This is an optimization exercise on Yosys and OpenROAD, whose aim is small area, a short achievable clock period and few clock cycles per item, not a production implementation.
Where RTL was checked, it was by simulation tests only, not by an equivalence proof against the original.
No activity file was given, so power comes from the tool's default toggle rates.

==> v8: inputs <==
## erf_decoder
module erf_decoder (
    input  wire         clk,
    input  wire         rst,
    input  wire         in_valid,
    output wire         in_ready,
    input  wire         in_vreset,
    input  wire         in_en,
    input  wire [119:0] in_pkt,
    output reg          out_valid,
    input  wire         out_ready,
    output wire         out_trigger,
    output wire [4:0]   out_err,
    output reg  [39:0]  out_ts,
    output reg  [1:0]   out_seq,
    output reg  [7:0]   out_sync,
    output reg  [15:0]  out_crc_rx,
    output wire [15:0]  out_crc_calc,
    output reg  [31:0]  out_flags_lo,
    output reg  [5:0]   out_flags_hi,
    output reg  [2:0]   out_grp_r,
    output reg  [2:0]   out_grp_s,
    output reg  [3:0]   out_pkt_err,
    output reg          out_mode,
    output reg  [4:0]   out_aux
);
    wire [15:0]  synd_in;
    wire cx0 = in_pkt[44] ^ in_pkt[92];
    wire cx1 = in_pkt[20] ^ in_pkt[91];
    wire cx2 = in_pkt[35] ^ in_pkt[86];
    wire cx3 = in_pkt[57] ^ in_pkt[118];
    wire cx4 = in_pkt[63] ^ in_pkt[111];
    wire cx5 = in_pkt[106] ^ in_pkt[119];
    wire cx6 = in_pkt[33] ^ in_pkt[64];
    wire cx7 = in_pkt[65] ^ in_pkt[113];
    wire cx8 = in_pkt[66] ^ in_pkt[94];
  ...
Settings: LEC_CHECK=0, CAP_MARGIN=20, CORE_MARGIN=2, CORE_UTILIZATION=60, PLACE_DENSITY=0.7, SETUP_SLACK_MARGIN=2.9, SLEW_MARGIN=20; clock period 6.0 ns.
standard.sh (not shown) runs the stock make flow with config.mk's settings and CLKGATE_MAP_FILE= SYNTH_SCRIPT=/design/flow/synth_recipe.tcl, a recipe that flattens the netlist after the stock synthesis.
==> flow/flow/run.sh <==
#!/bin/bash
# ORFS layout with two changes:
#  - synthesis maps the logic with flow/map.abc (structural choices and
#    area-recovering mapping, keeping the XOR network of the RTL) instead of
#    ORFS's delay-first ABC script; everything else in synthesis, including
#    the flip-flop mapping, is synth_recipe.tcl unchanged;
#  - the port buffers are buf_1 cells (buffer_ports otherwise picks
#    clkdlybuf4s50_1 delay cells);
#  - clock tree synthesis inserts no dummy loads.
set -euo pipefail
W=$(pwd)
{
  echo "proc abc {args} { set i [lsearch \$args -script]; if {\$i >= 0} { lset args [expr {\$i+1}] $W/flow/map.abc }; yosys abc {*}\$args }"
  cat synth_recipe.tcl
} > flow_synth.tcl
sed "s#SYNTH_SCRIPT=[^ ]*#SYNTH_SCRIPT=$W/flow_synth.tcl#" standard.sh > flow_standard.sh
grep -q "SYNTH_SCRIPT=$W/flow_synth.tcl" flow_standard.sh
export BUFFER_PORTS_ARGS="-buffer_cell sky130_fd_sc_hd__buf_1"
export CTS_ARGS="-sink_clustering_enable -repair_clock_nets -buf_list {sky130_fd_sc_hd__clkbuf_8 sky130_fd_sc_hd__clkbuf_16} -dont_use_dummy_load"
bash flow_standard.sh > standard.log 2>&1
==> flow/flow/map.abc <==
&get -n
&st
&dch
&nf
&put
==> v17 (differences from v8) <==
==> flow/flow/run.sh (replaced) <==
#!/bin/bash
# Standard ORFS layout, except that the port buffers are buf_1 cells (the
# standard flow's buffer_ports picks clkdlybuf4s50_1 delay cells).
set -euo pipefail
export BUFFER_PORTS_ARGS="-buffer_cell sky130_fd_sc_hd__buf_1"
bash standard.sh > standard.log 2>&1
==> flow/config.mk (replaced) <==
export PLATFORM = sky130hd
export DESIGN_NAME = erf_decoder
export DESIGN_NICKNAME = erf_decoder
export VERILOG_FILES = /design/flow/design.v
export SDC_FILE = /design/flow/constraint.sdc
export NUM_CORES = 4
export LEC_CHECK = 0
export CAP_MARGIN = 20
export CORE_MARGIN = 2
export CORE_UTILIZATION = 40
export PLACE_DENSITY = 0.6
export SETUP_SLACK_MARGIN = 3.2
export SLEW_MARGIN = 20
removed: flow/flow/map.abc
==> v23 (differences from v8) <==
--- a/flow/design.v
+++ b/flow/design.v
@@ -484,13 +484,13 @@
     wire [135:0] i_res = {i_ts, i_seq, i_sync, in_pkt[15:0], synd_in, i_flags,
                           b5[0], b5[1], b5[2], b6[6], b6[7], b7[0],
                           b4[3:0], b3[7], b3[6:2]};
     reg          c_seq_have;
     reg  [1:0]   c_last_seq;
     reg          c_sync_have;
-    reg  [7:0]   c_last_sync;
+    reg          c_last_sync;   
     reg  [39:0]  c_last_ts;
     reg          u_seq;    
     reg          u_sync;   
     reg          u_ts;     
     reg          r_trig;
     reg          r_seq_bad;
@@ -508,13 +508,13 @@
     wire         e_seq  = u_seq  & crc_ok;
     wire         e_sync = u_sync & crc_ok;
     wire         e_ts   = u_ts   & crc_ok;
     wire         s_seq_have  = c_seq_have | e_seq;
     wire [1:0]   s_last_seq  = e_seq ? out_seq : c_last_seq;
     wire         s_sync_have = c_sync_have | e_sync;
-    wire [7:0]   s_last_sync = e_sync ? out_sync : c_last_sync;
+    wire         s_last_sync = e_sync ? out_sync[0] : c_last_sync;
     wire [39:0]  s_last_ts   = e_ts ? out_ts : c_last_ts;
     wire         s_ts_nz     = e_ts ? r_ts_nz : c_ts_nz;
     assign in_ready = !out_valid || out_ready;
     wire acc     = in_valid && in_ready;
     wire acc_dec = acc && !in_vreset;
     wire clr     = rst || (acc && in_vreset);
@@ -679,26 +679,26 @@
     wire tc_g0_6 = tc_g4_3 | (tc_p4_3 & tc_g0_5);
     wire ts_gt = tc_g0_6;
     wire sync_bad = !((i_sync == 8'h55) || (i_sync == 8'hAA));
     wire seq_bad_c  = c_seq_have && (i_seq != c_last_seq + 2'd1);
     wire seq_bad_o  = (i_seq != out_seq + 2'd1);
     wire seq_bad    = e_seq ? seq_bad_o : seq_bad_c;
-    wire sync_rep_c = c_sync_have && (i_sync == c_last_sync);
-    wire sync_rep_o = (i_sync == out_sync);
+    wire sync_rep_c = c_sync_have && (i_sync[0] == c_last_sync);
+    wire sync_rep_o = (i_sync[0] == out_sync[0]);
     wire sync_rep   = e_sync ? sync_rep_o : sync_rep_c;
     wire ts_bad     = s_ts_nz && !ts_gt;
     wire [135:0] res_q = {out_ts, out_seq, out_sync, out_crc_rx, r_synd,
                           out_flags_hi, out_flags_lo, out_grp_r, out_grp_s,
                           out_pkt_err, out_mode, out_aux};
     wire [135:0] res_d = ({136{ld}} & i_res) | ({136{hold}} & res_q);
     always @(posedge clk) begin
         if (clr) begin
             c_seq_have  <= 1'b0;
             c_last_seq  <= 2'd0;
             c_sync_have <= 1'b0;
-            c_last_sync <= 8'h00;
+            c_last_sync <= 1'b0;
             c_last_ts   <= 40'd0;
             c_ts_nz     <= 1'b0;
         end else begin
             c_seq_have  <= s_seq_have;
             c_last_seq  <= s_last_seq;
             c_sync_have <= s_sync_have;
==> flow/flow/run.sh (replaced) <==
#!/bin/bash
# ORFS layout with these changes:
#  - synthesis maps the logic with flow/map.abc (structural choices and
#    area-recovering mapping, keeping the XOR network of the RTL) instead of
#    ORFS's delay-first ABC script; everything else in synthesis, including
#    the flip-flop mapping, is synth_recipe.tcl unchanged;
#  - the port buffers are buf_1 cells (buffer_ports otherwise picks
#    clkdlybuf4s50_1 delay cells).
set -euo pipefail
W=$(pwd)
{
  echo "proc abc {args} { set i [lsearch \$args -script]; if {\$i >= 0} { lset args [expr {\$i+1}] $W/flow/map.abc }; yosys abc {*}\$args }"
  cat synth_recipe.tcl
} > flow_synth.tcl
sed "s#SYNTH_SCRIPT=[^ ]*#SYNTH_SCRIPT=$W/flow_synth.tcl#" standard.sh > flow_standard.sh
grep -q "SYNTH_SCRIPT=$W/flow_synth.tcl" flow_standard.sh
export BUFFER_PORTS_ARGS="-buffer_cell sky130_fd_sc_hd__buf_1"
bash flow_standard.sh > standard.log 2>&1
--- a/flow/config.mk
+++ b/flow/config.mk
@@ -5,9 +5,10 @@
 export SDC_FILE = /design/flow/constraint.sdc
 export NUM_CORES = 4
 export LEC_CHECK = 0
 export CAP_MARGIN = 20
 export CORE_MARGIN = 2
 export CORE_UTILIZATION = 60
+export CTS_BUF_LIST = sky130_fd_sc_hd__clkbuf_4 sky130_fd_sc_hd__clkbuf_8
 export PLACE_DENSITY = 0.7
 export SETUP_SLACK_MARGIN = 2.9
 export SLEW_MARGIN = 20
==> comparison <==
- v8 finished with timing, DRC and antenna clean. v23 passed the timing, DRC and antenna checks. v17 produced a clean layout.
- Between v23 and v8, the lower clock skew is in v23 (gap 0.0086 ns).
- The highest utilization belongs to v23, the lowest to v17.
- In v8 the clock power is lower than in v17, by 23%.
- Fmax: v17 is larger than v23 (3.4%).
- Register-to-register slack, highest first: v17, v8, v23.
- Area after synthesis, lowest first: v23, v8, v17.
- The highest non-clock buffer count belongs to v17, the lowest to v8.
- The lowest first-iteration DRC count belongs to v8, the highest to v17.
- Of v23 and v8, v8 has the higher worst setup slack (gap 0.062 ns).
==> figures <==
Share of final layout cell area taken by clock buffers and inverters: v17 4.40%; v8 3.76%; v23 2.86%
Leading cell type in the layout, fill and taps excluded: v17 sky130_fd_sc_hd__nand2_1; v8 sky130_fd_sc_hd__xnor2_1; v23 sky130_fd_sc_hd__xnor2_1
XOR/XNOR share of the synthesized area: v17 31.2%; v8 36.7%; v23 36.9%
Number of vias in the routed layout: v17 11,079; v8 9,686; v23 9,533
Combinational group power: v17 3270 uW; v8 2470 uW; v23 2410 uW
Power attributed to the clock group: v17 1420 uW; v8 1100 uW; v23 863 uW
Fill cell count: v17 2,484; v8 1,327; v23 1,195
Global-route met1 utilization: v17 37.0%; v8 48.7%; v23 48.9%
Vias per cell: v17 5.21; v8 5.92; v23 5.97
Die width: v17 175 um; v8 140 um; v23 138 um
Count of clock buffers in the final design: v17 33; v8 21; v23 19
Compound-Gate Fraction of Synth Area: v17 4.92%; v8 14.5%; v23 15.2%
Share of the yosys chip area belonging to registers: v17 35.6%; v8 37.5%; v23 37.5%
Half-perimeter wire length after detailed placement: v17 32,800 um; v8 28,000 um; v23 26,500 um
Count of unique library cells instantiated by Yosys: v17 55; v8 40; v23 41
H-tree levels: v17 1; v8 1; v23 4
Post-layout nets: v17 1,852; v8 1,534; v23 1,485
Instance area at placement: v17 0.0132 mm^2; v8 0.0125 mm^2; v23 0.0122 mm^2
Clock power share: v17 22.6%; v8 21.3%; v23 17.9%
Status: v17 no timing/DRC/antenna violations; v8 no timing/DRC/antenna violations; v23 no timing/DRC/antenna violations
Testbench counts of v8, summed over its fixed seeds: cycles 2,408, items 2,365.
Testbench counts of v17, summed over its fixed seeds: cycles 2,408, items 2,365.
Function not checked in v23: the RTL went through the layout flow alone.

## what the ideal ports hide
The results above use ideal ports. As a check the final layouts listed here were re-extracted and re-timed, cells and wires unchanged.
Step 1 assumes that a clkbuf_16 drives the clock port and a buf_2 every other input.
Step 2 moves the port delays by t, midway between the first and last clock arrival at a register: inputs arrive t later, outputs are due t later. That takes back most of the time a late clock gives input paths.
a / b / c = ideal / step 1 / step 2; a / b = the first two.
run | t (ns) | slack for setup (ns) | latest minus earliest clock arrival (ns) | pins driven straight from the clock port
v8 | 0.540 | 2.891 / 2.854 / 2.372 | 0.035 / 0.035 | 1
v17 | 0.575 | 2.934 / 2.882 / 2.430 | 0.012 / 0.013 | 1
v23 | 0.534 | 2.830 / 2.793 / 2.341 | 0.020 / 0.020 | 1
After both steps every run listed still meets setup and hold. For v8, which loses most, drivers alone change the setup slack by -0.037 ns; drivers and shift together by -0.519 ns.
